From an optimization exercise on the open Yosys and OpenROAD flow, aimed at a short achievable clock period and few clock cycles; shortcuts taken in it are not production practice. The RTL was checked by simulation tests, not by an equivalence proof against the original design. No activity file was given, so power comes from the tool's default toggle rates.

### flow/design.v
module adc_seq_wdec (
    input  wire [31:0] w,
    input  wire [15:0] a_hi,
    output wire        rd, wr, mod, pi, ps, ai, ar
);
    wire [3:0] op  = w[3:0];
    wire       hz  = (w[31:9] == 23'd0);
    wire       w80 = hz & (w[8:4] == 5'd0);
    assign rd  = w80 & (op == 4'h1);
    assign wr  = w80 & ((op == 4'h2) | (op == 4'h3));
    assign mod = op[0];                             
    assign pi  = w80 & (op == 4'h4) & (a_hi == 16'd0);
    assign ps  = hz & (op == 4'h5);
    assign ai  = w80 & (op == 4'h6);
    assign ar  = w80 & (op == 4'h7);
endmodule
module adc_seq_adec (
    input  wire [31:0] a,
    output wire [7:0]  is,                          
    output wire        mis
);
    assign is  = {a == 32'h3000_004C, a == 32'h3000_0034,
                  a == 32'h3000_0008, a == 32'h3000_0000,
                  a == 32'h2000_0014, a == 32'h2000_0000,
                  a == 32'h1000_0004, a == 32'h1000_0000};
    assign mis = (a[1:0] != 2'b00);
endmodule
module adc_seq_cap (
    input  wire       rd, wr, ar0,
    input  wire [7:0] is,
    input  wire       out_on, adc_on,
    output wire       ar,                           
    output wire [7:0] rs,                           
    output wire [7:0] ws,                           
    output wire       okrd, okw
);
    wire [7:0] acc = is & {{4{adc_on}}, {2{out_on}}, 2'b11};
    assign ar   = ar0 & adc_on;
    assign rs   = acc & {8{rd}};
    assign ws   = acc & 8'b0110_1111 & {8{wr}};     
    assign okrd = |rs;
    assign okw  = |ws;
endmodule
module adc_seq_dis (
    input  wire [7:0] ws,
    input  wire       mod, a30, a8, a0, b8, b0, clk1_8, cr0,
    output wire       dis,
    output wire       d1, d5                        
);
    wire wd_clk1_8 = a8 | (clk1_8 & ~b8 & mod);
    wire wd_cr_0   = a0 | (cr0 & ~b0 & mod);
    assign d1  = ~wd_clk1_8;
    assign d5  = a30 | ~wd_cr_0;
    assign dis = (ws[1] & d1) | (ws[5] & d5) | ws[6];
endmodule
module adc_seq_fast (
    input  wire        rst,
    input  wire        cmd_valid,
    input  wire [31:0] w,            
    input  wire        rdy,
    input  wire        st_ps,        
    input  wire        st_ar,        
    input  wire [15:0] oe,
    input  wire        rdy_o, rspv_or, bsy_or, wconv_or, rspk0_or, cst_or, cbusy_or, eoc_or,
    input  wire [15:0] odr_or, outr_or,
    output wire        rdy_d, rspv_d, bsy_d, slow_d, wconv_d, rspk0_d, cst_d, cbusy_d, eoc_d,
    output wire [15:0] odr_d, outr_d
);
    wire z0, z1, z2, z3, z4, z5, z6, z5p;
    adc_seq_g_nor4 g_z0 (.a(w[31]), .b(w[30]), .c(w[29]), .d(w[28]), .y(z0));
    adc_seq_g_nor4 g_z1 (.a(w[27]), .b(w[26]), .c(w[25]), .d(w[24]), .y(z1));
    adc_seq_g_nor4 g_z2 (.a(w[23]), .b(w[22]), .c(w[21]), .d(w[20]), .y(z2));
    adc_seq_g_nor4 g_z3 (.a(w[19]), .b(w[18]), .c(w[17]), .d(w[16]), .y(z3));
    adc_seq_g_nor4 g_z4 (.a(w[15]), .b(w[14]), .c(w[13]), .d(w[12]), .y(z4));
    adc_seq_g_nor4 g_z5 (.a(w[11]), .b(w[10]), .c(w[9]),  .d(w[8]),  .y(z5));
    adc_seq_g_nor4 g_z6 (.a(w[7]),  .b(w[6]),  .c(w[5]),  .d(w[4]),  .y(z6));
    adc_seq_g_nor3 g_z5p (.a(w[11]), .b(w[10]), .c(w[9]), .y(z5p));
    wire o7, o5;
    adc_seq_g_and4b  g_o7 (.an(w[3]), .b(w[2]), .c(w[1]), .d(w[0]), .y(o7));
    adc_seq_g_and4bb g_o5 (.an(w[3]), .bn(w[1]), .c(w[2]), .d(w[0]), .y(o5));
    wire q_ar_n, q_ps_n, acc_n, q_ps;
    adc_seq_g_nand2 g_qar (.a(cmd_valid), .b(st_ar), .y(q_ar_n));
    adc_seq_g_nand2 g_qpn (.a(cmd_valid), .b(st_ps), .y(q_ps_n));
    adc_seq_g_and2  g_qps (.a(cmd_valid), .b(st_ps), .y(q_ps));
    adc_seq_g_nand2 g_acc (.a(cmd_valid), .b(rdy), .y(acc_n));
    wire p1_n, p2_n, p3_n;
    adc_seq_g_nand4 g_p1 (.a(z0), .b(z1), .c(z2), .d(z3), .y(p1_n));
    adc_seq_g_nand4 g_p2 (.a(z4), .b(z5), .c(z6), .d(o7), .y(p2_n));
    adc_seq_g_nand3 g_p3 (.a(z4), .b(z5p), .c(o5), .y(p3_n));
    wire f_ar, f_ps;
    adc_seq_g_nor4 g_far (.a(p1_n), .b(p2_n), .c(q_ar_n), .d(rst), .y(f_ar));
    adc_seq_g_nor4 g_fps (.a(p1_n), .b(p3_n), .c(q_ps_n), .d(rst), .y(f_ps));
    wire accr;
    adc_seq_g_nor2 g_accr (.a(acc_n), .b(rst), .y(accr));
    adc_seq_g_a21o  g_rdy  (.a1(acc_n), .a2(rdy_o), .b1(rst), .y(rdy_d));
    adc_seq_g_or2   g_rspv (.a(f_ps), .b(rspv_or), .y(rspv_d));
    wire acc_slow_or_ar;
    adc_seq_g_and2b g_bsy0 (.an(f_ps), .b(accr), .y(acc_slow_or_ar));
    adc_seq_g_or2   g_bsy  (.a(acc_slow_or_ar), .b(bsy_or), .y(bsy_d));
    adc_seq_g_and2b g_slow (.an(f_ar), .b(acc_slow_or_ar), .y(slow_d));
    adc_seq_g_or2   g_wcv  (.a(f_ar), .b(wconv_or), .y(wconv_d));
    adc_seq_g_or2   g_rk0  (.a(f_ps), .b(rspk0_or), .y(rspk0_d));
    adc_seq_g_or2   g_cst  (.a(f_ar), .b(cst_or), .y(cst_d));
    adc_seq_g_or2   g_cbs  (.a(f_ar), .b(cbusy_or), .y(cbusy_d));
    adc_seq_g_and2b g_eoc  (.an(f_ar), .b(eoc_or), .y(eoc_d));
    wire [3:0] pn;
    adc_seq_g_inv g_i4 (.a(w[4]), .y(pn[0]));
    adc_seq_g_inv g_i5 (.a(w[5]), .y(pn[1]));
    adc_seq_g_inv g_i6 (.a(w[6]), .y(pn[2]));
    adc_seq_g_inv g_i7 (.a(w[7]), .y(pn[3]));
    wire w8r;
    adc_seq_g_and2b g_w8r (.an(rst), .b(w[8]), .y(w8r));
    genvar n;
    generate
        for (n = 0; n < 16; n = n + 1) begin : g_pin
            wire dec, hit, oe_w8r;
            adc_seq_g_and4 g_dec (.a(((n / 1) % 2) ? w[4] : pn[0]), .b(((n / 2) % 2) ? w[5] : pn[1]),
                                  .c(((n / 4) % 2) ? w[6] : pn[2]), .d(((n / 8) % 2) ? w[7] : pn[3]), .y(dec));
            adc_seq_g_and3 g_hit (.a(dec), .b(o5), .c(q_ps), .y(hit));
            adc_seq_g_and2 g_oew (.a(oe[n]), .b(w8r), .y(oe_w8r));
            adc_seq_g_mux2 g_odr (.a0(odr_or[n]), .a1(w8r), .s(hit), .y(odr_d[n]));
            adc_seq_g_mux2 g_out (.a0(outr_or[n]), .a1(oe_w8r), .s(hit), .y(outr_d[n]));
        end
    endgenerate
endmodule
module adc_seq_g_inv   (input wire a, output wire y); assign y = ~a; endmodule
module adc_seq_g_and2  (input wire a, b, output wire y); assign y = a & b; endmodule
module adc_seq_g_and2b (input wire an, b, output wire y); assign y = ~an & b; endmodule
module adc_seq_g_and3  (input wire a, b, c, output wire y); assign y = a & b & c; endmodule
module adc_seq_g_and4  (input wire a, b, c, d, output wire y); assign y = a & b & c & d; endmodule
module adc_seq_g_and4b (input wire an, b, c, d, output wire y); assign y = ~an & b & c & d; endmodule
module adc_seq_g_and4bb (input wire an, bn, c, d, output wire y); assign y = ~an & ~bn & c & d; endmodule
module adc_seq_g_or2   (input wire a, b, output wire y); assign y = a | b; endmodule
module adc_seq_g_nand2 (input wire a, b, output wire y); assign y = ~(a & b); endmodule
module adc_seq_g_nand3 (input wire a, b, c, output wire y); assign y = ~(a & b & c); endmodule
module adc_seq_g_nand4 (input wire a, b, c, d, output wire y); assign y = ~(a & b & c & d); endmodule
module adc_seq_g_nor2  (input wire a, b, output wire y); assign y = ~(a | b); endmodule
module adc_seq_g_nor3  (input wire a, b, c, output wire y); assign y = ~(a | b | c); endmodule
module adc_seq_g_nor4  (input wire a, b, c, d, output wire y); assign y = ~(a | b | c | d); endmodule
module adc_seq_g_a21o  (input wire a1, a2, b1, output wire y); assign y = (a1 & a2) | b1; endmodule
module adc_seq_g_mux2  (input wire a0, a1, s, output wire y); assign y = s ? a1 : a0; endmodule
module adc_seq (
    input  wire        clk,
    input  wire        rst,
    input  wire        cmd_valid,
    input  wire [31:0] cmd_word,
    input  wire [31:0] cmd_addr,
    input  wire [31:0] cmd_a,
    input  wire [31:0] cmd_b,
    output wire        ready,
    output wire        rsp_valid,
    output wire [1:0]  rsp_kind,
    output wire [31:0] rsp_data,
    input  wire        rsp_take,
    output wire        busy,
    output wire        fault,
    output wire [2:0]  fault_cause,
    output wire [31:0] fault_info,
    output wire [15:0] pin_oe,
    output wire [15:0] pin_out,
    output wire        conv_start,
    output wire [4:0]  conv_ch,
    output wire        conv_trusted,
    input  wire        conv_done,
    input  wire [11:0] conv_data
);
    localparam [31:0] A_CLK0  = 32'h1000_0000;
    localparam [31:0] A_CLK1  = 32'h1000_0004;
    localparam [31:0] A_MODER = 32'h2000_0000;
    localparam [31:0] A_ODR   = 32'h2000_0014;
    localparam [31:0] A_SR    = 32'h3000_0000;
    localparam [31:0] A_CR    = 32'h3000_0008;
    localparam [31:0] A_SQR   = 32'h3000_0034;
    localparam [31:0] A_DR    = 32'h3000_004C;
    localparam [1:0] R_OK = 2'b01, R_DATA = 2'b10;
    reg        rdy, rspv, flt, bsy;   
    reg        slow;                  
    reg        w_init;                
    reg [3:0]  icnt;
    reg        w_conv;                
    reg        w_ok;                  
    reg [1:0]  rsp_k;
    reg [31:0] rsp_d;
    reg [2:0]  fcause;
    reg [31:0] finfo;
    reg        cst;
    reg [4:0]  cch;
    reg        ctr;
    reg [15:0] oe_r, out_r;           
    reg [31:0] clk0, clk1, moder, odr, cr, sqr;
    reg [11:0] dr;
    reg        eoc, settled, conv_busy;
    reg [31:0] p_word, p_addr, p_a, p_b;
    reg        s_rd, s_w, s_mod, s_pi, s_ps, s_ai, s_ar0;   
    reg        s_ar;                  
    reg        s_okrd, s_okw;         
    reg [7:0]  s_rs;                  
    reg [7:0]  s_ws;                  
    reg [7:0]  q_is;                  
    reg        q_mis;                 
    reg        q_dis;                 
    reg        q_d1, q_d5;            
    reg        q_spec;                
    reg [15:0] q_odr;                 
    wire out_on = clk0[0];
    wire adc_on = clk1[8];
    wire done = conv_done & conv_busy & ~cst;
    wire c_d1, c_d5;
    wire c_rd, c_w, c_mod, c_pi, c_ps, c_ai, c_ar0, c_ar, c_spec, c_okrd, c_okw, c_mis, c_dis;
    wire [7:0] c_is, c_rs, c_ws;
    adc_seq_wdec u_wdec (
        .w (cmd_word), .a_hi (cmd_a[31:16]),
        .rd (c_rd), .wr (c_w), .mod (c_mod), .pi (c_pi), .ps (c_ps), .ai (c_ai), .ar (c_ar0)
    );
    adc_seq_adec u_adec (.a (cmd_addr), .is (c_is), .mis (c_mis));
    adc_seq_cap u_cap (
        .rd (c_rd), .wr (c_w), .ar0 (c_ar0), .is (c_is),
        .out_on (out_on), .adc_on (adc_on),
        .ar (c_ar), .rs (c_rs), .ws (c_ws), .okrd (c_okrd), .okw (c_okw)
    );
    adc_seq_dis u_dis (
        .ws (c_ws), .mod (c_mod), .a30 (cmd_a[30]), .a8 (cmd_a[8]), .a0 (cmd_a[0]),
        .b8 (cmd_b[8]), .b0 (cmd_b[0]), .clk1_8 (clk1[8]), .cr0 (cr[0]), .dis (c_dis),
        .d1 (c_d1), .d5 (c_d5)
    );
    assign c_spec = (cmd_word[3:0] == 4'h5) & out_on;
    always @(posedge clk) begin
        p_word  <= cmd_word;
        p_addr  <= cmd_addr;
        p_a     <= cmd_a;
        p_b     <= cmd_b;
        s_rd    <= c_rd;
        s_w     <= c_w;
        s_mod   <= c_mod;
        s_pi    <= c_pi;
        s_ps    <= c_ps;
        s_ai    <= c_ai;
        s_ar0   <= c_ar0;
        s_ar    <= c_ar;
        s_okrd  <= c_okrd;
        s_okw   <= c_okw;
        s_rs    <= c_rs;
        s_ws    <= c_ws;
        q_is    <= c_is;
        q_mis   <= c_mis;
        q_dis   <= c_dis;
        q_d1    <= c_d1;
        q_d5    <= c_d5;
        q_spec  <= c_spec;
        q_odr   <= odr[15:0];
    end
    wire [31:0] keep     = ~p_b & {32{s_mod}};
    wire [31:0] wd_clk0  = p_a | (clk0  & keep);
    wire [31:0] wd_clk1  = p_a | (clk1  & keep);
    wire [31:0] wd_moder = p_a | (moder & keep);
    wire [31:0] wd_odr   = p_a | (odr   & keep);
    wire [31:0] wd_cr    = p_a | (cr    & keep);
    wire [31:0] wd_sqr   = p_a | (sqr   & keep);
    wire dis_clk1 = conv_busy & q_d1;
    wire dis_cr   = conv_busy & q_d5;
    wire dis_sqr  = conv_busy;
    wire dis      = conv_busy & q_dis;
    wire we_clk0  = slow & s_ws[0];
    wire we_clk1  = slow & s_ws[1] & ~dis_clk1;
    wire we_moder = slow & s_ws[2];
    wire we_odr   = slow & s_ws[3];
    wire we_cr    = slow & s_ws[5] & ~dis_cr;
    wire we_sqr   = slow & s_ws[6] & ~dis_sqr;
    wire ok_rd = s_okrd;
    wire ok_w  = s_okw & ~dis;
    wire ok_ai = s_ai & ~conv_busy;
    wire ok_ar = s_ar & ~conv_busy;
    wire ok_s  = ok_rd | ok_w | s_pi | ok_ai | ok_ar;
    wire g_pi  = slow & s_pi;
    wire g_ai0 = slow & s_ai;                     
    wire g_ai  = slow & ok_ai;                    
    wire undo  = slow & q_spec;                   
    wire st_cr    = p_a[30] & wd_cr[0];           
    wire s_start  = (we_cr & st_cr) | (slow & ok_ar & cr[0]);
    wire s_imm    = ok_ar & ~cr[0] & eoc;         
    wire busy_s   = s_ai | (s_ws[5] & st_cr) | (s_ar & ~s_imm);
    wire set_clr  = (we_cr & (cr[0] ^ wd_cr[0])) | (we_clk1 & ~wd_clk1[8]) |
                    (g_ai & ~cr[0]);
    reg [31:0] pi_set, pi_clr;
    integer i;
    always @(*) begin
        pi_set = 32'd0;
        pi_clr = 32'd0;
        for (i = 0; i < 16; i = i + 1) begin
            if (p_a[i]) begin
                pi_set[2*i]   = 1'b1;
                pi_clr[2*i]   = 1'b1;
                pi_clr[2*i+1] = 1'b1;
            end
        end
    end
    wire [31:0] rdata_s = ({32{s_rs[0]}} & clk0) |
                          ({32{s_rs[1]}} & clk1) |
                          ({32{s_rs[2]}} & moder) |
                          ({32{s_rs[3]}} & odr) |
                          ({32{s_rs[4]}} & {30'd0, eoc, 1'b0}) |
                          ({32{s_rs[5]}} & cr) |
                          ({32{s_rs[6]}} & sqr) |
                          ({32{s_rs[7] | s_imm}} & {20'd0, dr});
    wire [1:0] kind_s = {ok_rd | s_imm, (ok_w & ~(s_ws[5] & st_cr)) | s_pi};
    wire [7:0] clocked = {{4{adc_on}}, {2{out_on}}, 2'b11};
    wire [2:0] f_acc = q_mis ? 3'd2 : ~|q_is ? 3'd3 : ~|(q_is & clocked) ? 3'd4 :
                       (q_is[4] | q_is[7]) ? 3'd5 : 3'd6;
    wire [2:0] cause_s = (s_rd | s_w) ? f_acc :
                         s_ps  ? 3'd4 :
                         s_ar0 ? (adc_on ? 3'd6 : 3'd4) :
                         s_ai  ? 3'd6 : 3'd1;
    wire [31:0] info_s = (s_rd | s_w) ? p_addr :
                         s_ps  ? A_ODR :
                         s_ar0 ? A_CR :
                         s_ai  ? A_SQR : p_word;
    wire init_end = w_init & (icnt == 4'd0);
    wire conv_end = w_conv & done;
    wire take     = rspv & rsp_take;
    wire end_ev   = init_end | conv_end | w_ok;
    wire rd_clr   = slow & (s_rs[7] | s_imm);         
    wire rdy_o    = rdy | take;
    wire rspv_o   = slow ? (ok_s & ~busy_s) : end_ev ? 1'b1 : take ? 1'b0 : rspv;
    wire bsy_o    = slow ? (ok_s & busy_s) : end_ev ? 1'b0 : bsy;
    wire wconv_o  = slow ? (ok_ar & cr[0]) : end_ev ? 1'b0 : w_conv;
    wire rspk0_o  = slow ? kind_s[0] : end_ev ? ~conv_end : take ? 1'b0 : rsp_k[0];
    wire cbusy_o  = s_start | (conv_busy & ~done);
    wire eoc_o    = s_start ? 1'b0 : conv_end ? 1'b0 : done ? 1'b1 : rd_clr ? 1'b0 : eoc;
    reg [31:0] clk0_n, clk1_n, moder_n, odr_n, cr_n, sqr_n;
    always @(*) begin
        clk0_n = clk0;
        if (we_clk0)            clk0_n = wd_clk0;
        else if (g_pi | g_ai0)  clk0_n[0] = 1'b1;
        clk1_n = clk1;
        if (we_clk1)            clk1_n = wd_clk1;
        else if (g_ai0)         clk1_n[8] = 1'b1;
        moder_n = moder;
        if (we_moder)           moder_n = wd_moder;
        else if (g_pi)          moder_n = (moder & ~pi_clr) | pi_set;
        else if (g_ai0)         moder_n[9:8] = 2'b11;
        odr_n = odr;
        if (we_odr)             odr_n = wd_odr;
        else if (undo)          odr_n[15:0] = q_odr;
        sqr_n = sqr;
        if (we_sqr)             sqr_n = wd_sqr;
        else if (g_ai)          sqr_n[4:0] = 5'd4;
        cr_n = cr;
        if (we_cr)              cr_n = {wd_cr[31], 1'b0, wd_cr[29:0]};
        else if (g_ai)          cr_n[0] = 1'b1;
    end
    wire [15:0] oe_n;
    genvar n;
    generate
        for (n = 0; n < 16; n = n + 1) begin : g_pin
            assign oe_n[n] = clk0_n[0] & (moder_n[2*n+1:2*n] == 2'b01);
        end
    endgenerate
    wire rdy_d, rspv_d, bsy_d, slow_d, wconv_d, rspk0_d, cst_d, cbusy_d, eoc_d;
    wire [15:0] odr_d, outr_d;
    adc_seq_fast u_fast (
        .rst       (rst),
        .cmd_valid (cmd_valid),
        .w         (cmd_word),
        .rdy       (rdy),
        .st_ps     (rdy & out_on),
        .st_ar     (rdy & adc_on & ~conv_busy & cr[0]),
        .oe        (oe_r),
        .rdy_o     (rdy_o),
        .rspv_or   (~rst & rspv_o),
        .bsy_or    (~rst & bsy_o),
        .wconv_or  (~rst & wconv_o),
        .rspk0_or  (~rst & rspk0_o),
        .cst_or    (~rst & s_start),
        .cbusy_or  (~rst & cbusy_o),
        .eoc_or    (~rst & eoc_o),
        .odr_or    ({16{~rst}} & odr_n[15:0]),
        .outr_or   ({16{~rst}} & oe_n & odr_n[15:0]),
        .rdy_d (rdy_d), .rspv_d (rspv_d), .bsy_d (bsy_d), .slow_d (slow_d),
        .wconv_d (wconv_d), .rspk0_d (rspk0_d), .cst_d (cst_d), .cbusy_d (cbusy_d),
        .eoc_d (eoc_d), .odr_d (odr_d), .outr_d (outr_d)
    );
    always @(posedge clk) begin
        rdy       <= rdy_d;
        rspv      <= rspv_d;
        bsy       <= bsy_d;
        slow      <= slow_d;
        w_conv    <= wconv_d;
        rsp_k[0]  <= rspk0_d;
        cst       <= cst_d;
        conv_busy <= cbusy_d;
        eoc       <= eoc_d;
        odr[15:0] <= odr_d;
        out_r     <= outr_d;
    end
    always @(posedge clk) begin
        if (rst) begin
            flt <= 1'b0;
            w_init <= 1'b0;
            w_ok <= 1'b0;
            icnt <= 4'd0;
            rsp_k[1] <= 1'b0;
            rsp_d <= 32'd0;
            fcause <= 3'd0;
            finfo <= 32'd0;
            clk0 <= 32'd0;
            clk1 <= 32'd0;
            moder <= 32'd0;
            odr[31:16] <= 16'd0;
            cr <= 32'd0;
            sqr <= 32'd0;
            oe_r <= 16'd0;
            dr <= 12'd0;
            settled <= 1'b0;
        end else begin
            icnt <= icnt - 4'd1;
            if (slow) begin
                flt <= ~ok_s;
                w_init <= ok_ai;
                w_ok <= ok_w & s_ws[5] & st_cr;
                icnt <= 4'd15;
                rsp_k[1] <= kind_s[1];
                rsp_d <= rdata_s;
                if (!ok_s) begin
                    fcause <= cause_s;
                    finfo <= info_s;
                end
            end else begin
                if (take) begin
                    rsp_k[1] <= 1'b0;
                    rsp_d <= 32'd0;
                end
                if (end_ev) begin
                    w_init <= 1'b0;
                    w_ok <= 1'b0;
                    rsp_k[1] <= conv_end;
                end
                if (conv_end)
                    rsp_d <= {20'd0, conv_data};
            end
            clk0 <= clk0_n;
            clk1 <= clk1_n;
            moder <= moder_n;
            odr[31:16] <= odr_n[31:16];
            cr <= cr_n;
            sqr <= sqr_n;
            oe_r <= oe_n;
            if (set_clr)       settled <= 1'b0;
            else if (init_end) settled <= 1'b1;
            if (done)          dr <= conv_data;
        end
    end
    always @(posedge clk) begin
        cch <= sqr[4:0];
        ctr <= settled & (sqr[4:0] == 5'd4) & (moder[9:8] == 2'b11);
    end
    assign ready        = rdy;
    assign busy         = bsy;
    assign fault        = flt;
    assign rsp_valid    = rspv;
    assign rsp_kind     = rsp_k;
    assign rsp_data     = rsp_d;
    assign fault_cause  = fcause;
    assign fault_info   = finfo;
    assign conv_start   = cst;
    assign conv_ch      = cch;
    assign conv_trusted = ctr;
    assign pin_oe       = oe_r;
    assign pin_out      = out_r;
endmodule
### flow/run.sh
#!/bin/bash
# synth_recipe.tcl (not shown) runs the flow's synth.tcl, then flattens the netlist and writes it again
# the make line also repeats each setting of config.mk as NAME=value (left out here)
make -C /OpenROAD-flow-scripts/flow DESIGN_CONFIG=/design/flow/config.mk WORK_HOME=/design/flow/orfs CLKGATE_MAP_FILE= SYNTH_SCRIPT=/design/flow/synth_recipe.tcl finish
### flow/config.mk
export PLATFORM = sky130hd
export DESIGN_NAME = adc_seq
export DESIGN_NICKNAME = adc_seq
export VERILOG_FILES = /design/flow/design.v
export SDC_FILE = /design/flow/constraint.sdc
export NUM_CORES = 4
export LEC_CHECK = 0
export ABC_CLOCK_PERIOD_IN_PS = 300
export CAP_MARGIN = 20
export CORE_MARGIN = 2
export CORE_UTILIZATION = 45
export SETUP_SLACK_MARGIN = 4.5
export SLEW_MARGIN = 20
export SYNTH_HIERARCHICAL = 1
### flow/constraint.sdc
create_clock -name core_clock -period 6.0 [get_ports {clk}]
set_input_delay 1.2000 -clock core_clock [delete_from_list [all_inputs] [get_ports {clk}]]
set_output_delay 1.2000 -clock core_clock [all_outputs]
set_load 0.01 [all_outputs]
==> out/results.md, run 1 <==
| Stage | Item | This run |
| --- | --- | --- |
| placement | Worst slack, placed | 2.087 ns |
| run | Number of maximum-capacitance violations | 0 |
| worst setup path | Slowest-stage cell, CP | dfxtp_4 |
| timing | Final min period | 2.306 ns |
| route | DR DRC count | 0 |
| route | Count of TritonRoute iterations in the first routing pass | 6 |
| placement | Area post-placement | 23,700 µm² |
| die | Die extent in y | 213.0 µm |
| finish | Post-synthesis to final-layout area growth | 71.75% |
| min path | WHS Endpoint | q_odr[13] |
| die | I/O pin total | 257 |
| clock network | Clock tree from TritonCTS | done |
| min path | Origin of the worst min-delay path | odr[13] |
| finish | Proportion of layout cells with a drive suffix above 1 | 58.15% |
| clock network | Clock net sink count | 507 |
| timing | Portion of the clock cycle consumed by the worst path in the final layout | 38.43% |
| timing | Final setup vio count | 0 |
| worst setup path | Worst Setup End Kind | output port |
| worst setup path | Crit Path Class | flip-flop to output port |
| yosys | Warning count from the yosys run | 7 |
| yosys | Average size of a mapped cell | 9.691 µm² |
| yosys | Net count of the mapped netlist | 2,176 |
| min path | Cell depth of the worst hold path | 0 |
| yosys | Cell area after synthesis | 19,660 µm² |
| power and ir drop | Power density over the cells | 224.0 nW/µm² |
| timing | Final Hold Viols | 0 |
| route | Vias per inst | 6.508 |
| worst setup path | Max incr delay on CP | 0.39 ns |
| timing | Setup slack after layout | 3.694 ns |
| route | Sum of routed wire length over all layers | 100.8 mm |
| die | Row Count | 76 |
| power and ir drop | Leakage power of the design | 12.85 nW |
| timing | Slew of the pin with the lowest slew margin | 0.9290 ns |
| worst setup path | Crit Reg-Reg Endpoint | out_r[4] |
| route | Vias after detailed routing | 21,150 |
| clock network | Latest clock arrival within the worst-skew pair | 0.62 ns |
| finish | Area taken by flip-flops and latches | 10,380 µm² |
| worst setup path | Number of buffers and inverters on the critical path | 1 |
| global routing | Via count of the first global-routing pass | 20,340 |
| placement | RePlAce Congestion | 0.8569 |
| finish | Commonest non-fill, non-tap cell in the layout | dfxtp_1 |
| timing | Sum Neg Setup Slack | 0 ns |
| finish | Most used cells in the layout excluding fill and tap cells | dfxtp_1, buf_6, buf_4, a21oi_2, dfxtp_2 |
| route | Number of DRC violations after detailed-routing iteration 0 | 2,568 |
| finish | Final Net Count | 2,772 |
| yosys | Number of instances in the synthesized netlist | 2,029 |
| timing | Max-slew violations | 0 |
| clock network | H-Tree Depth | 2 |
| clock network | Number of buffers added by the clock tree synthesis step | 54 |
| global routing | Global-route wire length before repair | 134.0 mm |
| power and ir drop | Maximum vdd ir drop | 0.0002277 V |
| route | Wire length per cell | 31.00 µm |
| die | Initial cell density of the core | 45.65% |
| timing | Final hold slack | 0.3734 ns |
| placement | HPWL after DPL | 45.25 mm |
| timing | Highest clock rate | 433.7 MHz |
| worst setup path | Cell chain of the critical path | buf_6 |
| worst setup path | Kind of cell adding the most delay to the critical path | flip-flops |
| global routing | Overall track demand over capacity in global routing | 40.46% |
| timing | RSZ-0062 raised after global routing | true |
| worst setup path | Worst reg-to-reg path cell count | 10 |
| min path | Hold Crit Class | flip-flop to flip-flop |
| worst setup path | Worst-path fanout max | 2 |
| finish | Area used by multi-input combinational logic | 12,860 µm² |
| clock network | Deepest clock path buffer count | 3 |
| run status | Status | finished clean |
| timing | Worst slew margin | 37.98% |
| worst setup path | Critical Path Source Type | flip-flop |
| die | Area enclosed by the die boundary | 45,380 µm² |
| global routing | Overflow after GRT | 0 |
| clock network | Clk root buf | clkbuf_16 |
| finish | Number of filler instances in the final layout | 2,590 |
| global routing | Maximum number of pins on one net before global-route repair | 45 |
| clock network | Clk pin slew, worst setup/hold paths | 0.06 ns |
| route | Post-detailed-route count of antenna-violating nets | 0 |
| die | Core region area | 43,080 µm² |
| die | Chip Width | 213.0 µm |
| global routing | Initial antenna violation count | 3 |
| worst setup path | Arrival time worst endpoint | 1.11 ns |
| worst setup path | Data required time at the worst endpoint | 4.80 ns |
| timing | Largest clock skew in the final design | 0.01881 ns |
| finish | Final Instance Area | 33,770 µm² |
| worst setup path | Worst flop-to-flop path startpoint | slow |
| clock network | Count of hold-fix buffers inserted at cts | 0 |
| worst setup path | R2R setup slack | 3.80 ns |
| placement | Number of buffers added on ports | 256 |
==> routing by layer <==
metal / global-route usage, % / up-vias / wire length, µm / share of wire, %
met5: 1.224 / - / 68 / 0.067
met4: 25.97 / 2 / 8137 / 8.1
met3: 11.58 / 543 / 12090 / 12
met2: 62.16 / 1655 / 44130 / 44
met1: 49.66 / 10220 / 36320 / 36
li1: - / 8729 / - / -
==> timing repair <==
action / 4_1_cts / 5_1_grt
setup buffers: 245 / 105
pin swaps: 207 / 227
gates cloned: 50 / 12
setup endpoints to repair: 466 / 447
gates resized for setup: 1534 / 366
==> worst max-delay path by stage <==
stage / startpoint / endpoint / slack [ns] / cells after the start
5_1_grt: out_r[15] / pin_out[15] / 3.68 / 1
3_3_place_gp: conv_done / rsp_d[21] / 2.15 / 6
4_1_cts: oe_r[15] / pin_oe[15] / 3.69 / 1
2_1_floorplan: cmd_word[30] / s_rs[5] / 3.49 / 4
6_report: oe_r[15] / pin_oe[15] / 3.69 / 1
3_5_place_dp: conv_done / rsp_d[21] / 2.09 / 6
==> sequential cells by signal, summed over array words and instances, names as in the netlist, 8 cells and up <==
signal and flops:
clk0 32, clk1 32, cr 31, dr 12, finfo 32, moder 32, odr 32, oe_r 16
out_r 16, p_a 32, p_addr 32, p_b 32, p_word 32, q_is 8, q_odr 16, rsp_d 32
s_rs 8, sqr 32
==> per-stage QoR <==
stage	power, W	util, %	std cells
finish	0.007566	78.40	3250
global route	0.007719	78.39	3249
CTS	0.007428	72.53	3132
detailed placement	0.004007	55.01	2742
global placement	0.004004	55.01	2742
floorplan	0.003786	-	2029
==> final cells by class <==
cell class | count | share of cell area, %
sequential | 507 | 30.73
clock buffer | 92 | 4.969
tap | 585 | 2.167
multi-input combinational | 1373 | 38.10
inverter | 29 | 0.4335
clock inverter | 3 | 0.04446
timing repair buffer | 660 | 23.56
antenna | 1 | 0.007410
==> where the power goes <==
| part | leakage (nW) | internal (W) | switching, W |
|---|---|---|---|
| combinational | 7.81 | 0.000375 | 0.000370 |
| sequential | 4.21 | 0.00344 | 0.0000960 |
| clock | 0.828 | 0.00188 | 0.00141 |
Testbench counts, summed over its fixed seeds: cycles 14,277.
==> inputs of run 2 (changes only) <==
==> flow/flow/run.sh (new file) <==
#!/bin/bash
# The standard layout, with the port buffers that ORFS inserts before global
# placement made as sky130_fd_sc_hd__buf_4 rather than the library's smallest
# buffer (a delay cell), which repair_timing then leaves on the input paths.
set -euo pipefail
bash standard.sh finish "BUFFER_PORTS_ARGS=-buffer_cell sky130_fd_sc_hd__buf_4" > make_finish.log 2>&1
==> flow/standard.sh (new file) <==
#!/bin/bash
# synth_recipe.tcl (not shown) runs the flow's synth.tcl, then flattens the netlist and writes it again
# the make line also repeats each setting of config.mk as NAME=value (left out here)
make -C /OpenROAD-flow-scripts/flow DESIGN_CONFIG=/design/flow/config.mk WORK_HOME=/design/flow/orfs CLKGATE_MAP_FILE= SYNTH_SCRIPT=/design/flow/synth_recipe.tcl "${@:-finish}"
removed: flow/run.sh
==> run 2 against run 1 <==
Critical path depth unchanged. Via count decreased by 5.2%. Fmax is 1.0% lower. Wire length decreased by 9.0%. Sequential cell count unchanged. Final cell count decreased by 1.8%. Core utilization fell by 3.6 points. Critical path type unchanged. Highest routed layer is now met4.
==> out/results.md, run 2 <==
| Stage | Item | This run | Change |
| --- | --- | --- | --- |
| min path | Hold Crit Class | flip-flop to flip-flop |  |
| clock network | Number of buffers added by the clock tree synthesis step | 53 | -1.9% |
| die | I/O pin total | 257 | unchanged |
| placement | RePlAce Congestion | 0.8667 | +1.1% |
| placement | HPWL after DPL | 44.59 mm | -1.5% |
| worst setup path | R2R setup slack | 3.95 ns | +0.15 ns |
| placement | Area post-placement | 23,080 µm² | -2.6% |
| route | Count of TritonRoute iterations in the first routing pass | 6 | unchanged |
| worst setup path | Worst Setup End Kind | output port |  |
| timing | Final min period | 2.330 ns | +0.02404 ns |
| global routing | Via count of the first global-routing pass | 19,250 | -5.4% |
| finish | Count of inserted antenna diode cells | 0 | -1 |
| worst setup path | Critical Path Source Type | flip-flop |  |
| worst setup path | Max incr delay on CP | 0.39 ns | about the same |
| yosys | Cell area after synthesis | 19,660 µm² | unchanged |
| timing | Final Hold Viols | 0 | unchanged |
| worst setup path | Slowest-stage cell, CP | dfxtp_4 |  |
| yosys | Net count of the mapped netlist | 2,176 | unchanged |
| power and ir drop | Leakage power of the design | 12.19 nW | -5.1% |
| timing | Worst slew margin | 52.32% | +14 points |
| route | Sum of routed wire length over all layers | 91.70 mm | -9.0% |
| clock network | H-Tree Depth | 2 | unchanged |
| yosys | Warning count from the yosys run | 7 | unchanged |
| route | Vias per inst | 6.286 | -3.4% |
| clock network | Deepest clock path buffer count | 3 | unchanged |
| clock network | Clock net sink count | 507 | unchanged |
| route | Number of DRC violations after detailed-routing iteration 0 | 2,376 | -7.5% |
| run | Number of maximum-capacitance violations | 0 | unchanged |
| run status | Status | finished clean |  |
| finish | Commonest non-fill, non-tap cell in the layout | dfxtp_1 |  |
| timing | Portion of the clock cycle consumed by the worst path in the final layout | 38.83% | +0.40 points |
| timing | Max-slew violations | 0 | unchanged |
| worst setup path | Data required time at the worst endpoint | 4.80 ns | about the same |
| finish | Proportion of layout cells with a drive suffix above 1 | 58.04% | -0.10 points |
| timing | Final setup vio count | 0 | unchanged |
| die | Die extent in y | 213.0 µm | unchanged |
| die | Area enclosed by the die boundary | 45,380 µm² | unchanged |
| placement | Number of buffers added on ports | 256 | unchanged |
| yosys | Number of instances in the synthesized netlist | 2,029 | unchanged |
| finish | Most used cells in the layout excluding fill and tap cells | dfxtp_1, buf_4, buf_6, a21oi_2, nand2_1 |  |
| timing | Largest clock skew in the final design | 0.02549 ns | +0.006686 ns |
| clock network | Clk root buf | clkbuf_16 |  |
| global routing | Maximum number of pins on one net before global-route repair | 42 | -6.7% |
| timing | Slew of the pin with the lowest slew margin | 0.7137 ns | -0.2153 ns |
| die | Initial cell density of the core | 45.65% | unchanged |
| die | Chip Width | 213.0 µm | unchanged |
| finish | Final Instance Area | 32,210 µm² | -4.6% |
| worst setup path | Arrival time worst endpoint | 1.13 ns | +0.02 ns |
| clock network | Latest clock arrival within the worst-skew pair | 0.63 ns | about the same |
| finish | Final Net Count | 2,713 | -2.1% |
| worst setup path | Kind of cell adding the most delay to the critical path | flip-flops |  |
| worst setup path | Worst-path fanout max | 2 | unchanged |
| die | Core region area | 43,080 µm² | unchanged |
| finish | Number of filler instances in the final layout | 2,762 | +6.6% |
| route | Wire length per cell | 28.75 µm | -7.3% |
| timing | Final hold slack | 0.3888 ns | +0.01542 ns |
| clock network | Clk pin slew, worst setup/hold paths | 0.06 ns | about the same |
| die | Row Count | 76 | unchanged |
| route | Vias after detailed routing | 20,050 | -5.2% |
| global routing | Overall track demand over capacity in global routing | 37.64% | -2.8 points |
| route | Post-detailed-route count of antenna-violating nets | 0 | unchanged |
| worst setup path | Number of buffers and inverters on the critical path | 1 | unchanged |
| clock network | Count of hold-fix buffers inserted at cts | 0 | unchanged |
| finish | Core Util, Final | 74.78% | -3.6 points |
| global routing | Global-route wire length before repair | 125.8 mm | -6.1% |
| worst setup path | Cell chain of the critical path | buf_6 |  |
| finish | Post-synthesis to final-layout area growth | 63.82% |  |
| clock network | Clock tree from TritonCTS | done |  |
| global routing | Overflow after GRT | 0 | unchanged |
| route | DR DRC count | 0 | unchanged |
| power and ir drop | Power density over the cells | 232.1 nW/µm² | +3.6% |
| yosys | Average size of a mapped cell | 9.691 µm² | unchanged |
| global routing | Initial antenna violation count | 2 | -1 |
| worst setup path | Crit Path Class | flip-flop to output port |  |
| timing | Highest clock rate | 429.2 MHz | -1.0% |
| timing | Sum Neg Setup Slack | 0 ns | unchanged |
| timing | RSZ-0062 raised after global routing | true |  |
| power and ir drop | Maximum vdd ir drop | 0.0002375 V | +4.3% |
## run 2: where the power goes
| part | internal (W) | switching (W) | total, W |
|---|---|---|---|
| Sequential | 0.00344 | 0.0000860 | 0.00352 |
| Clock | 0.00181 | 0.00144 | 0.00326 |
| Combinational | 0.000344 | 0.000349 | 0.000693 |
## run 2: area by class of cell
class,instances,area (µm²),share of cell area [%]
multi-input cells,1368,12360,38.36
repair inverters,1,8.758,0.02719
clock inverters,22,205.2,0.6370
repair buffers,606,6904,21.43
well taps,585,732.0,2.272
clock buffers,72,1478,4.587
inverters,29,145.1,0.4506
flip-flops and latches,507,10380,32.23
## run 2: worst paths after layout
| check | cells after the start | from | end |
|---|---|---|---|
| worst max-delay path | 1 | oe_r[1] | pin_oe[1] |
| worst max register to register | 5 | p_a[9] | out_r[9] |
| worst min register to register | 0 | odr[15] | q_odr[15] |
| worst min-delay path | 0 | odr[15] | q_odr[15] |
## run 2: per-layer routing
metal / track usage, % / vias up / share of wire (%)
met5: 0 / - / 0
met4: 19.22 / 0 / 6.7
met3: 8.884 / 384 / 11
met2: 59.63 / 1346 / 45
met1: 47.89 / 9751 / 37
li1: - / 8571 / -
## run 2: per-stage QoR
stage	total power, W	std cells	setup WS, ns
after global routing	0.007663	3190	3.647
after global placement	0.003972	2746	2.664
after CTS	0.007378	3088	3.672
after floorplan	0.003786	2029	3.485
after detailed placement	0.003977	2746	2.628
final	0.007475	3190	3.670
## run 2: timing repair
action / 4_1_cts / 5_1_grt
resized for setup: 531 / 421
endpoints found under the hold margin: 0 / 0
buffers inserted: 205 / 91
pin swaps: 164 / 182
endpoints found under the setup margin: 463 / 439
gates cloned: 43 / 11
==> inputs of run 3 (changes only) <==
--- a/flow/design.v
+++ b/flow/design.v
@@ -57,14 +57,19 @@
     input  wire        rst,
     input  wire        cmd_valid,
     input  wire [31:0] w,            
+    input  wire [31:0] a,            
+    input  wire [31:0] da, db,       
+    input  wire [31:0] clk0, moder, odr,
+    input  wire        out_on,
     input  wire        rdy,
     input  wire        st_ps,        
     input  wire        st_ar,        
     input  wire [15:0] oe,
     input  wire        rdy_o, rspv_or, bsy_or, wconv_or, rspk0_or, cst_or, cbusy_or, eoc_or,
-    input  wire [15:0] odr_or, outr_or,
+    input  wire [15:0] oe_or, outr_or,
     output wire        rdy_d, rspv_d, bsy_d, slow_d, wconv_d, rspk0_d, cst_d, cbusy_d, eoc_d,
-    output wire [15:0] odr_d, outr_d
+    output wire        fw_d, fps_d,      
+    output wire [15:0] oe_d, outr_d
 );
     wire z0, z1, z2, z3, z4, z5, z6, z5p;
     adc_seq_g_nor4 g_z0 (.a(w[31]), .b(w[30]), .c(w[29]), .d(w[28]), .y(z0));
@@ -75,34 +80,82 @@
     adc_seq_g_nor4 g_z5 (.a(w[11]), .b(w[10]), .c(w[9]),  .d(w[8]),  .y(z5));
     adc_seq_g_nor4 g_z6 (.a(w[7]),  .b(w[6]),  .c(w[5]),  .d(w[4]),  .y(z6));
     adc_seq_g_nor3 g_z5p (.a(w[11]), .b(w[10]), .c(w[9]), .y(z5p));
-    wire o7, o5;
-    adc_seq_g_and4b  g_o7 (.an(w[3]), .b(w[2]), .c(w[1]), .d(w[0]), .y(o7));
-    adc_seq_g_and4bb g_o5 (.an(w[3]), .bn(w[1]), .c(w[2]), .d(w[0]), .y(o5));
+    wire o7, o5, o23;
+    adc_seq_g_and4b  g_o7  (.an(w[3]), .b(w[2]), .c(w[1]), .d(w[0]), .y(o7));
+    adc_seq_g_and4bb g_o5  (.an(w[3]), .bn(w[1]), .c(w[2]), .d(w[0]), .y(o5));
+    adc_seq_g_and3bb g_o23 (.an(w[3]), .bn(w[2]), .c(w[1]), .y(o23));
+    wire o23e;                       
+    adc_seq_g_nor3b g_o23e (.a(w[3]), .b(w[2]), .cn(w[1]), .y(o23e));
     wire q_ar_n, q_ps_n, acc_n, q_ps;
     adc_seq_g_nand2 g_qar (.a(cmd_valid), .b(st_ar), .y(q_ar_n));
     adc_seq_g_nand2 g_qpn (.a(cmd_valid), .b(st_ps), .y(q_ps_n));
     adc_seq_g_and2  g_qps (.a(cmd_valid), .b(st_ps), .y(q_ps));
     adc_seq_g_nand2 g_acc (.a(cmd_valid), .b(rdy), .y(acc_n));
-    wire p1_n, p2_n, p3_n;
+    wire p1_n, p2_n, p3_n, p4_n;
     adc_seq_g_nand4 g_p1 (.a(z0), .b(z1), .c(z2), .d(z3), .y(p1_n));
     adc_seq_g_nand4 g_p2 (.a(z4), .b(z5), .c(z6), .d(o7), .y(p2_n));
     adc_seq_g_nand3 g_p3 (.a(z4), .b(z5p), .c(o5), .y(p3_n));
-    wire f_ar, f_ps;
+    adc_seq_g_nand4 g_p4 (.a(z4), .b(z5), .c(z6), .d(o23), .y(p4_n));
+    wire y0, y1, y2, y3, y4, y5, y6, c1_n, c2_n;
+    adc_seq_g_nor4 g_y0 (.a(a[31]), .b(a[30]), .c(a[27]), .d(a[26]), .y(y0));
+    adc_seq_g_nor4 g_y1 (.a(a[25]), .b(a[24]), .c(a[23]), .d(a[22]), .y(y1));
+    adc_seq_g_nor4 g_y2 (.a(a[21]), .b(a[20]), .c(a[19]), .d(a[18]), .y(y2));
+    adc_seq_g_nor4 g_y3 (.a(a[17]), .b(a[16]), .c(a[15]), .d(a[14]), .y(y3));
+    adc_seq_g_nor4 g_y4 (.a(a[13]), .b(a[12]), .c(a[11]), .d(a[10]), .y(y4));
+    adc_seq_g_nor4 g_y5 (.a(a[9]),  .b(a[8]),  .c(a[7]),  .d(a[6]),  .y(y5));
+    adc_seq_g_nor4 g_y6 (.a(a[5]),  .b(a[3]),  .c(a[1]),  .d(a[0]),  .y(y6));
+    adc_seq_g_nand4 g_c1 (.a(y0), .b(y1), .c(y2), .d(y3), .y(c1_n));
+    adc_seq_g_nand3 g_c2 (.a(y4), .b(y5), .c(y6), .y(c2_n));
+    wire na29, na28, na4, na2, r_c0, r_mo, r_od, r_mod, r_any_n;
+    adc_seq_g_inv g_n29 (.a(a[29]), .y(na29));
+    adc_seq_g_inv g_n28 (.a(a[28]), .y(na28));
+    adc_seq_g_inv g_n4  (.a(a[4]),  .y(na4));
+    adc_seq_g_inv g_n2  (.a(a[2]),  .y(na2));
+    adc_seq_g_and4 g_rc0 (.a(na29),  .b(a[28]), .c(na4),  .d(na2),  .y(r_c0));
+    adc_seq_g_and4 g_rmo (.a(a[29]), .b(na28),  .c(na4),  .d(na2),  .y(r_mo));
+    adc_seq_g_and4 g_rod (.a(a[29]), .b(na28),  .c(a[4]), .d(a[2]), .y(r_od));
+    adc_seq_g_or2  g_rmd (.a(r_mo), .b(r_od), .y(r_mod));
+    adc_seq_g_a21oi g_rany (.a1(out_on), .a2(r_mod), .b1(r_c0), .y(r_any_n));
+    wire f_ar, f_ps, k1, k2;
     adc_seq_g_nor4 g_far (.a(p1_n), .b(p2_n), .c(q_ar_n), .d(rst), .y(f_ar));
     adc_seq_g_nor4 g_fps (.a(p1_n), .b(p3_n), .c(q_ps_n), .d(rst), .y(f_ps));
-    wire accr;
-    adc_seq_g_nor2 g_accr (.a(acc_n), .b(rst), .y(accr));
+    adc_seq_g_nor4 g_k1  (.a(p1_n), .b(p4_n), .c(c1_n), .d(c2_n), .y(k1));
+    adc_seq_g_nor3 g_k2  (.a(acc_n), .b(r_any_n), .c(rst), .y(k2));
+    wire accr, naccr;
+    adc_seq_g_nor2 g_accr  (.a(acc_n), .b(rst), .y(accr));
+    adc_seq_g_or2  g_naccr (.a(acc_n), .b(rst), .y(naccr));
     adc_seq_g_a21o  g_rdy  (.a1(acc_n), .a2(rdy_o), .b1(rst), .y(rdy_d));
-    adc_seq_g_or2   g_rspv (.a(f_ps), .b(rspv_or), .y(rspv_d));
-    wire acc_slow_or_ar;
-    adc_seq_g_and2b g_bsy0 (.an(f_ps), .b(accr), .y(acc_slow_or_ar));
-    adc_seq_g_or2   g_bsy  (.a(acc_slow_or_ar), .b(bsy_or), .y(bsy_d));
-    adc_seq_g_and2b g_slow (.an(f_ar), .b(acc_slow_or_ar), .y(slow_d));
+    wire t_rspv, t_rk0, v_bsy;
+    adc_seq_g_or2   g_trv  (.a(f_ps), .b(rspv_or), .y(t_rspv));
+    adc_seq_g_a21o  g_rspv (.a1(k1), .a2(k2), .b1(t_rspv), .y(rspv_d));
+    adc_seq_g_or2   g_trk  (.a(f_ps), .b(rspk0_or), .y(t_rk0));
+    adc_seq_g_a21o  g_rk0  (.a1(k1), .a2(k2), .b1(t_rk0), .y(rspk0_d));
+    adc_seq_g_a211oi g_vbsy (.a1(k1), .a2(k2), .b1(f_ps), .c1(naccr), .y(v_bsy));
+    adc_seq_g_or2   g_bsy  (.a(v_bsy), .b(bsy_or), .y(bsy_d));
+    adc_seq_g_and2  g_fwd  (.a(k1), .b(k2), .y(fw_d));
+    assign fps_d = f_ps;
+    adc_seq_g_a2111oi g_slow (.a1(k1), .a2(k2), .b1(f_ps), .c1(f_ar), .d1(naccr), .y(slow_d));
     adc_seq_g_or2   g_wcv  (.a(f_ar), .b(wconv_or), .y(wconv_d));
-    adc_seq_g_or2   g_rk0  (.a(f_ps), .b(rspk0_or), .y(rspk0_d));
     adc_seq_g_or2   g_cst  (.a(f_ar), .b(cst_or), .y(cst_d));
     adc_seq_g_or2   g_cbs  (.a(f_ar), .b(cbusy_or), .y(cbusy_d));
     adc_seq_g_and2b g_eoc  (.an(f_ar), .b(eoc_or), .y(eoc_d));
+    wire nw3, nw2, nrst, ra_c0_n, ra_mo_n, ra_od_n, op23_n, op23on_n, acc_r_n;
+    adc_seq_g_inv   g_nw3  (.a(w[3]), .y(nw3));
+    adc_seq_g_inv   g_nw2  (.a(w[2]), .y(nw2));
+    adc_seq_g_inv   g_nrst (.a(rst), .y(nrst));
+    adc_seq_g_nand4 g_rac0 (.a(na29), .b(a[28]), .c(na4), .d(na2), .y(ra_c0_n));
+    adc_seq_g_nand4 g_ramo (.a(a[29]), .b(na28), .c(na4), .d(na2), .y(ra_mo_n));
+    adc_seq_g_nand4 g_raod (.a(a[29]), .b(na28), .c(a[4]), .d(a[2]), .y(ra_od_n));
+    adc_seq_g_nand3 g_op23 (.a(nw3), .b(nw2), .c(w[1]), .y(op23_n));
+    adc_seq_g_nand4 g_op2o (.a(nw3), .b(nw2), .c(w[1]), .d(out_on), .y(op23on_n));
+    adc_seq_g_nand3 g_accr3 (.a(rdy), .b(cmd_valid), .c(nrst), .y(acc_r_n));
+    wire e_c0, e_mo, e_od;
+    adc_seq_g_nor3 g_ec0 (.a(ra_c0_n), .b(op23_n),   .c(acc_r_n), .y(e_c0));
+    adc_seq_g_nor3 g_emo (.a(ra_mo_n), .b(op23on_n), .c(acc_r_n), .y(e_mo));
+    adc_seq_g_nor3 g_eod (.a(ra_od_n), .b(op23on_n), .c(acc_r_n), .y(e_od));
+    wire h_oe, h_pin;
+    adc_seq_g_nor3 g_hoe (.a(e_c0), .b(e_mo), .c(rst), .y(h_oe));
+    adc_seq_g_nor4 g_hpn (.a(e_c0), .b(e_mo), .c(e_od), .d(rst), .y(h_pin));
     wire [3:0] pn;
     adc_seq_g_inv g_i4 (.a(w[4]), .y(pn[0]));
     adc_seq_g_inv g_i5 (.a(w[5]), .y(pn[1]));
@@ -110,16 +163,50 @@
     adc_seq_g_inv g_i7 (.a(w[7]), .y(pn[3]));
     wire w8r;
     adc_seq_g_and2b g_w8r (.an(rst), .b(w[8]), .y(w8r));
+    wire [15:0] hit;
     genvar n;
     generate
         for (n = 0; n < 16; n = n + 1) begin : g_pin
-            wire dec, hit, oe_w8r;
+            wire dec;
             adc_seq_g_and4 g_dec (.a(((n / 1) % 2) ? w[4] : pn[0]), .b(((n / 2) % 2) ? w[5] : pn[1]),
                                   .c(((n / 4) % 2) ? w[6] : pn[2]), .d(((n / 8) % 2) ? w[7] : pn[3]), .y(dec));
-            adc_seq_g_and3 g_hit (.a(dec), .b(o5), .c(q_ps), .y(hit));
-            adc_seq_g_and2 g_oew (.a(oe[n]), .b(w8r), .y(oe_w8r));
-            adc_seq_g_mux2 g_odr (.a0(odr_or[n]), .a1(w8r), .s(hit), .y(odr_d[n]));
-            adc_seq_g_mux2 g_out (.a0(outr_or[n]), .a1(oe_w8r), .s(hit), .y(outr_d[n]));
+            adc_seq_g_and3 g_hit (.a(dec), .b(o5), .c(q_ps), .y(hit[n]));
+        end
+    endgenerate
+    adc_seq_wdata u_wdata (
+        .e_c0 (e_c0), .e_mo (e_mo), .e_od (e_od), .hit (hit), .w8r (w8r),
+        .h_oe (h_oe), .h_pin (h_pin),
+        .mod (w[0]), .da (da), .db (db), .clk0 (clk0), .moder (moder), .odr (odr),
+        .out_on (out_on), .oe (oe),
+        .oe_or (oe_or), .outr_or (outr_or),
+        .oe_d (oe_d), .outr_d (outr_d)
+    );
+endmodule
+module adc_seq_wdata (
+    input  wire        e_c0, e_mo, e_od,
+    input  wire        h_oe, h_pin,     
+    input  wire [15:0] hit,
+    input  wire        w8r,             
+    input  wire        mod,             
+    input  wire [31:0] da, db, clk0, moder, odr,
+    input  wire        out_on,
+    input  wire [15:0] oe,
+    input  wire [15:0] oe_or, outr_or,
+    output wire [15:0] oe_d, outr_d
+);
+    wire [31:0] keep = ~db & {32{mod}};
+    wire        wc0  = da[0] | (clk0[0] & keep[0]);
+    wire [31:0] wmo  = da | (moder & keep);
+    wire [15:0] wod  = da[15:0] | (odr[15:0] & keep[15:0]);
+    genvar n;
+    generate
+        for (n = 0; n < 16; n = n + 1) begin : g_pin
+            wire oe_mo = out_on & ~wmo[2*n+1] & wmo[2*n];
+            wire oe_c0 = wc0 & ~moder[2*n+1] & moder[2*n];
+            assign oe_d[n]   = (e_mo & oe_mo) | (e_c0 & oe_c0) | (h_oe & oe_or[n]);
+            assign outr_d[n] = (hit[n] & oe[n] & w8r) | (e_od & oe[n] & wod[n]) |
+                               (e_mo & oe_mo & odr[n]) | (e_c0 & oe_c0 & odr[n]) |
+                               (h_pin & ~hit[n] & outr_or[n]);
         end
     endgenerate
 endmodule
@@ -130,6 +217,11 @@
 module adc_seq_g_and4  (input wire a, b, c, d, output wire y); assign y = a & b & c & d; endmodule
 module adc_seq_g_and4b (input wire an, b, c, d, output wire y); assign y = ~an & b & c & d; endmodule
 module adc_seq_g_and4bb (input wire an, bn, c, d, output wire y); assign y = ~an & ~bn & c & d; endmodule
+module adc_seq_g_and3bb (input wire an, bn, c, output wire y); assign y = ~an & ~bn & c; endmodule
+module adc_seq_g_a21oi (input wire a1, a2, b1, output wire y); assign y = ~((a1 & a2) | b1); endmodule
+module adc_seq_g_a211oi (input wire a1, a2, b1, c1, output wire y); assign y = ~((a1 & a2) | b1 | c1); endmodule
+module adc_seq_g_a2111oi (input wire a1, a2, b1, c1, d1, output wire y); assign y = ~((a1 & a2) | b1 | c1 | d1); endmodule
+module adc_seq_g_nor3b (input wire a, b, cn, output wire y); assign y = ~(a | b | ~cn); endmodule
 module adc_seq_g_or2   (input wire a, b, output wire y); assign y = a | b; endmodule
 module adc_seq_g_nand2 (input wire a, b, output wire y); assign y = ~(a & b); endmodule
 module adc_seq_g_nand3 (input wire a, b, c, output wire y); assign y = ~(a & b & c); endmodule
@@ -200,13 +292,13 @@
     reg        q_mis;                 
     reg        q_dis;                 
     reg        q_d1, q_d5;            
-    reg        q_spec;                
-    reg [15:0] q_odr;                 
+    reg        q_fw, q_fps;           
+    reg [15:0] q_odrps;               
     wire out_on = clk0[0];
     wire adc_on = clk1[8];
     wire done = conv_done & conv_busy & ~cst;
     wire c_d1, c_d5;
-    wire c_rd, c_w, c_mod, c_pi, c_ps, c_ai, c_ar0, c_ar, c_spec, c_okrd, c_okw, c_mis, c_dis;
+    wire c_rd, c_w, c_mod, c_pi, c_ps, c_ai, c_ar0, c_ar, c_okrd, c_okw, c_mis, c_dis;
     wire [7:0] c_is, c_rs, c_ws;
     adc_seq_wdec u_wdec (
         .w (cmd_word), .a_hi (cmd_a[31:16]),
@@ -223,9 +315,10 @@
         .b8 (cmd_b[8]), .b0 (cmd_b[0]), .clk1_8 (clk1[8]), .cr0 (cr[0]), .dis (c_dis),
         .d1 (c_d1), .d5 (c_d5)
     );
-    assign c_spec = (cmd_word[3:0] == 4'h5) & out_on;
     always @(posedge clk) begin
         p_word  <= cmd_word;
+        q_odrps <= cmd_word[8] ? (odr[15:0] | (16'd1 << cmd_word[7:4]))
+                               : (odr[15:0] & ~(16'd1 << cmd_word[7:4]));
         p_addr  <= cmd_addr;
         p_a     <= cmd_a;
         p_b     <= cmd_b;
@@ -246,8 +339,6 @@
         q_dis   <= c_dis;
         q_d1    <= c_d1;
         q_d5    <= c_d5;
-        q_spec  <= c_spec;
-        q_odr   <= odr[15:0];
     end
     wire [31:0] keep     = ~p_b & {32{s_mod}};
     wire [31:0] wd_clk0  = p_a | (clk0  & keep);
@@ -260,10 +351,11 @@
     wire dis_cr   = conv_busy & q_d5;
     wire dis_sqr  = conv_busy;
     wire dis      = conv_busy & q_dis;
-    wire we_clk0  = slow & s_ws[0];
+    wire commit   = slow | q_fw;                  
+    wire we_clk0  = commit & s_ws[0];
     wire we_clk1  = slow & s_ws[1] & ~dis_clk1;
-    wire we_moder = slow & s_ws[2];
-    wire we_odr   = slow & s_ws[3];
+    wire we_moder = commit & s_ws[2];
+    wire we_odr   = commit & s_ws[3];
     wire we_cr    = slow & s_ws[5] & ~dis_cr;
     wire we_sqr   = slow & s_ws[6] & ~dis_sqr;
     wire ok_rd = s_okrd;
@@ -274,7 +366,6 @@
     wire g_pi  = slow & s_pi;
     wire g_ai0 = slow & s_ai;                     
     wire g_ai  = slow & ok_ai;                    
-    wire undo  = slow & q_spec;                   
     wire st_cr    = p_a[30] & wd_cr[0];           
     wire s_start  = (we_cr & st_cr) | (slow & ok_ar & cr[0]);
     wire s_imm    = ok_ar & ~cr[0] & eoc;         
@@ -340,7 +431,7 @@
         else if (g_ai0)         moder_n[9:8] = 2'b11;
         odr_n = odr;
         if (we_odr)             odr_n = wd_odr;
-        else if (undo)          odr_n[15:0] = q_odr;
+        else if (q_fps)         odr_n[15:0] = q_odrps;
         sqr_n = sqr;
         if (we_sqr)             sqr_n = wd_sqr;
         else if (g_ai)          sqr_n[4:0] = 5'd4;
@@ -356,11 +447,19 @@
         end
     endgenerate
     wire rdy_d, rspv_d, bsy_d, slow_d, wconv_d, rspk0_d, cst_d, cbusy_d, eoc_d;
-    wire [15:0] odr_d, outr_d;
+    wire q_fw_d, q_fps_d;
+    wire [15:0] oe_d, outr_d;
     adc_seq_fast u_fast (
         .rst       (rst),
         .cmd_valid (cmd_valid),
         .w         (cmd_word),
+        .a         (cmd_addr),
+        .da        (cmd_a),
+        .db        (cmd_b),
+        .clk0      (clk0),
+        .moder     (moder),
+        .odr       (odr),
+        .out_on    (out_on),
         .rdy       (rdy),
         .st_ps     (rdy & out_on),
         .st_ar     (rdy & adc_on & ~conv_busy & cr[0]),
@@ -373,11 +472,12 @@
         .cst_or    (~rst & s_start),
         .cbusy_or  (~rst & cbusy_o),
         .eoc_or    (~rst & eoc_o),
-        .odr_or    ({16{~rst}} & odr_n[15:0]),
-        .outr_or   ({16{~rst}} & oe_n & odr_n[15:0]),
+        .oe_or     (oe_n),
+        .outr_or   (oe_n & odr_n[15:0]),
         .rdy_d (rdy_d), .rspv_d (rspv_d), .bsy_d (bsy_d), .slow_d (slow_d),
         .wconv_d (wconv_d), .rspk0_d (rspk0_d), .cst_d (cst_d), .cbusy_d (cbusy_d),
-        .eoc_d (eoc_d), .odr_d (odr_d), .outr_d (outr_d)
+        .eoc_d (eoc_d), .fw_d (q_fw_d), .fps_d (q_fps_d),
+        .oe_d (oe_d), .outr_d (outr_d)
     );
     always @(posedge clk) begin
         rdy       <= rdy_d;
@@ -389,7 +489,9 @@
         cst       <= cst_d;
         conv_busy <= cbusy_d;
         eoc       <= eoc_d;
-        odr[15:0] <= odr_d;
+        q_fw      <= q_fw_d;
+        q_fps     <= q_fps_d;
+        oe_r      <= oe_d;
         out_r     <= outr_d;
     end
     always @(posedge clk) begin
@@ -405,10 +507,9 @@
             clk0 <= 32'd0;
             clk1 <= 32'd0;
             moder <= 32'd0;
-            odr[31:16] <= 16'd0;
+            odr <= 32'd0;
             cr <= 32'd0;
             sqr <= 32'd0;
-            oe_r <= 16'd0;
             dr <= 12'd0;
             settled <= 1'b0;
         end else begin
@@ -440,10 +541,9 @@
             clk0 <= clk0_n;
             clk1 <= clk1_n;
             moder <= moder_n;
-            odr[31:16] <= odr_n[31:16];
+            odr <= odr_n;
             cr <= cr_n;
             sqr <= sqr_n;
-            oe_r <= oe_n;
             if (set_clr)       settled <= 1'b0;
             else if (init_end) settled <= 1'b1;
             if (done)          dr <= conv_data;
==> flow/run.sh (new file) <==
#!/bin/bash
# synth_recipe.tcl (not shown) runs the flow's synth.tcl, then flattens the netlist and writes it again
# the make line also repeats each setting of config.mk as NAME=value (left out here)
make -C /OpenROAD-flow-scripts/flow DESIGN_CONFIG=/design/flow/config.mk WORK_HOME=/design/flow/orfs CLKGATE_MAP_FILE= SYNTH_SCRIPT=/design/flow/synth_recipe.tcl finish
removed: flow/flow/run.sh
removed: flow/standard.sh
==> run 3 against run 2 <==
Die area grew 4.8%. Non-clock buffer count shrank 16. Clock skew grew 0.013 ns. Hold slack gained 0.0098 ns. Wire length grew 12%. Critical path type is now input port to flip-flop. Critical endpoint is now out_r[1]. Largest cell class unchanged. Highest routed layer is now met5.
==> out/results.md, run 3 <==
| Stage | Item | This run | Change |
| --- | --- | --- | --- |
| placement | HPWL after DPL | 55.38 mm | +24% |
| timing | Max-slew violations | 0 | unchanged |
| clock network | H-Tree Depth | 2 | unchanged |
| placement | Placed insts | 2,972 | +8.2% |
| timing | Worst slew margin | 46.34% | -6.0 points |
| clock network | Clk pin slew, worst setup/hold paths | 0.06 ns | about the same |
| global routing | Overflow after GRT | 0 | unchanged |
| clock network | Clock net sink count | 508 | +0.20% |
| die | Initial cell density of the core | 45.53% | -0.11 points |
| route | Amount of wire on met2 after detailed routing | 44.34 mm | +7.9% |
| timing | Highest clock rate | 423.5 MHz | -1.3% |
| clock network | Deepest clock path buffer count | 3 | unchanged |
| global routing | Maximum number of pins on one net before global-route repair | 71 | +69% |
| finish | Commonest non-fill, non-tap cell in the layout | dfxtp_1 |  |
| finish | Proportion of layout cells with a drive suffix above 1 | 49.89% | -8.1 points |
| worst setup path | Cell mode on critical path | buf_6 |  |
| timing | Portion of the clock cycle consumed by the worst path in the final layout | 39.36% | +0.53 points |
| run | Number of maximum-capacitance violations | 0 | unchanged |
| route | Vias after detailed routing | 22,330 | +11% |
| route | Wire length per cell | 30.23 µm | +5.1% |
| die | Core region area | 45,280 µm² | +5.1% |
| run status | Status | finished clean |  |
| route | Sum of routed wire length over all layers | 102.6 mm | +12% |
| worst setup path | Cell chain of the critical path | buf_12, clkinv_4, nand4_1, nor3_4, buf_6, buf_6, nor4_4, buf_4, buf_8, and3b_1, a221o_1 |  |
| placement | Number of buffers added on ports | 256 | unchanged |
| route | DR DRC count | 0 | unchanged |
| route | Vias per inst | 6.578 | +4.6% |
| route | Detail Route met3 WL | 12.48 mm | +20% |
| yosys | Number of instances in the synthesized netlist | 2,246 | +11% |
| yosys | Warning count from the yosys run | 7 | unchanged |
| worst setup path | Crit Path Class | input port to flip-flop |  |
| placement | RePlAce Congestion | 0.9275 | +7.0% |
| worst setup path | Slowest-stage cell, CP | a221o_1 |  |
| clock network | Clk root buf | clkbuf_16 |  |
| clock network | Number of buffers added by the clock tree synthesis step | 54 | +1.9% |
| clock network | Latest clock arrival within the worst-skew pair | 0.64 ns | about the same |
| route | Wire length on met1 | 39.96 mm | +17% |
| worst setup path | Critical Path Source Type | input port |  |
| timing | Largest clock skew in the final design | 0.03881 ns | +0.01331 ns |
| die | Area enclosed by the die boundary | 47,550 µm² | +4.8% |
| timing | RSZ-0062 raised after global routing | true |  |
| route | Uppermost layer routed | met5 |  |
| die | Chip Width | 218.1 µm | +2.4% |
| power and ir drop | Leakage power of the design | 13.15 nW | +7.8% |
| route | Post-detailed-route count of antenna-violating nets | 0 | unchanged |
| worst setup path | Max incr delay on CP | 0.27 ns | -0.12 ns |
| timing | Final Hold Viols | 0 | unchanged |
| finish | Final Net Count | 2,898 | +6.8% |
| worst setup path | Worst-path fanout max | 8 | +6 |
| timing | Final min period | 2.361 ns | +0.03180 ns |
| global routing | Via count of the first global-routing pass | 21,290 | +11% |
| finish | Filler-free cell count of the finished design | 3,394 | +6.4% |
| worst setup path | Worst Setup End Kind | flip-flop |  |
| route | Number of DRC violations after detailed-routing iteration 0 | 2,994 | +26% |
| timing | Slew of the pin with the lowest slew margin | 0.8038 ns | +0.09007 ns |
| power and ir drop | Maximum vdd ir drop | 0.0001891 V | -20% |
| global routing | Initial antenna violation count | 0 | -2 |
| die | I/O pin total | 257 | unchanged |
| worst setup path | Arrival time worst endpoint | 2.84 ns | +1.71 ns |
| finish | Post-synthesis to final-layout area growth | 64.09% |  |
| clock network | Clock tree from TritonCTS | done |  |
| timing | Final hold slack | 0.3986 ns | +0.009811 ns |
| power and ir drop | Power density over the cells | 227.1 nW/µm² | -2.1% |
| worst setup path | Data required time at the worst endpoint | 6.48 ns | +1.68 ns |
| global routing | Overall track demand over capacity in global routing | 40.50% | +2.9 points |
| yosys | Average size of a mapped cell | 9.180 µm² | -5.3% |
| global routing | Global-route wire length before repair | 142.5 mm | +13% |
| yosys | Cell area after synthesis | 20,620 µm² | +4.9% |
| timing | Final setup vio count | 0 | unchanged |
| route | Count of TritonRoute iterations in the first routing pass | 9 | +3 |
| min path | Hold Crit Class | flip-flop to flip-flop |  |
| die | Row Count | 78 | +2.6% |
| die | Die extent in y | 218.1 µm | +2.4% |
| finish | Most used cells in the layout excluding fill and tap cells | dfxtp_1, buf_6, a21oi_2, buf_4 |  |
| yosys | Net count of the mapped netlist | 2,393 | +10% |
| timing | Sum Neg Setup Slack | 0 ns | unchanged |
## run 3: cell count changes in the layout (fill, tap and decap cells not counted), moves of 26 or more
cell             before  now
clkdlybuf4s50_1       0   56
o21ai_0              92  119
nand2_1             145  119
o21ai_1              44   12
a22oi_2              35    0
inv_1                23   68
nand2_4              31   60
nor2_1               47   97
a221o_1               2   32
buf_2                 0   27
buf_4               281  137
## run 3: metal layers
layer | up-vias | track usage [%]
met1 | 10970 | 54.91
met2 | 1581 | 60.69
met4 | 2 | 17.71
li1 | 9389 | -
met5 | - | 0
met3 | 389 | 10.45
## run 3: timing repair
action                                  in CTS  in global routing
resized for setup                         1529                249
endpoints found under the setup margin     490                457
pin swaps                                  245                119
buffers inserted                           212                 49
endpoints found under the hold margin        0                  0
hold buffers                                 0                  0
gates cloned                                45                 17
## run 3: critical path, delay by kind of cell
kind / cells / cell delay (ns)
AOI/OAI and AO/OA: 1 / 0.27
buffers and inverters: 6 / 0.68
and+or+nand+nor: 4 / 0.68
## run 3: stage by stage
stage / power (W) / util [%] / setup slack, ns / cell area, µm²
global placement: 0.004087 / 55.19 / 2.167 / 24990
CTS: 0.007561 / 70.86 / 3.681 / 32090
detailed placement: 0.004089 / 55.19 / 2.077 / 24990
floorplan: 0.003822 / - / 3.432 / 22750
finish: 0.007684 / 74.71 / 3.639 / 33830
global route: 0.007840 / 74.69 / 3.628 / 33820
## run 3: final timing paths
kind,start,end,slack [ns],depth (start not counted)
setup reg to reg,clk0[0],out_r[1],3.71,9
hold / removal,sqr[1],cch[1],0.40,0
setup / recovery,cmd_word[3],out_r[1],3.64,11
hold reg to reg,sqr[1],cch[1],0.40,0
## run 3: power by group
group / switching, W / internal, W / leakage [nW] / total [W]
registers: 0.000100 / 0.00344 / 4.22 / 0.00355
clock network: 0.00145 / 0.00192 / 0.865 / 0.00337
logic: 0.000405 / 0.000368 / 8.06 / 0.000773
total: 0.00195 / 0.00573 / 13.1 / 0.00768
## run 3: final cells by class
| type | count | area (µm²) |
|---|---|---|
| antenna | 4 | 10.01 |
| fill | 3067 | 11450 |
| clock buffer | 79 | 1597 |
| clock inverter | 16 | 140.1 |
| sequential | 508 | 10400 |
| timing repair inverter | 1 | 7.507 |
| inverter | 80 | 352.8 |
| multi-input combinational | 1516 | 13330 |
| tap | 600 | 750.7 |
| timing repair buffer | 590 | 7246 |
Testbench counts of run 3, summed over its fixed seeds: cycles 13,954.

==> re-timing with driven ports <==
In the flow no input, the clock included, has a driving cell. The finished layouts below were timed again as built, in two steps. Step 1 assumes that a clkbuf_16 drives the clock port and a buf_2 every other input. Step 2 also shifts input and output timing later by t, the mid clock arrival at the registers, as if the neighbouring blocks saw the same clock. a / b / c = ideal / step 1 / step 2; a / b = the first two.
| run | shift t [ns] | slack for setup (ns) |
|---|---|---|
| run 1 | 0.669 | 3.694 / 3.632 / 3.087 |
| run 2 | 0.681 | 3.670 / 3.607 / 3.143 |
| run 3 | 0.679 | 3.639 / 3.609 / 2.930 |
After both steps setup and hold are still met in every run listed.
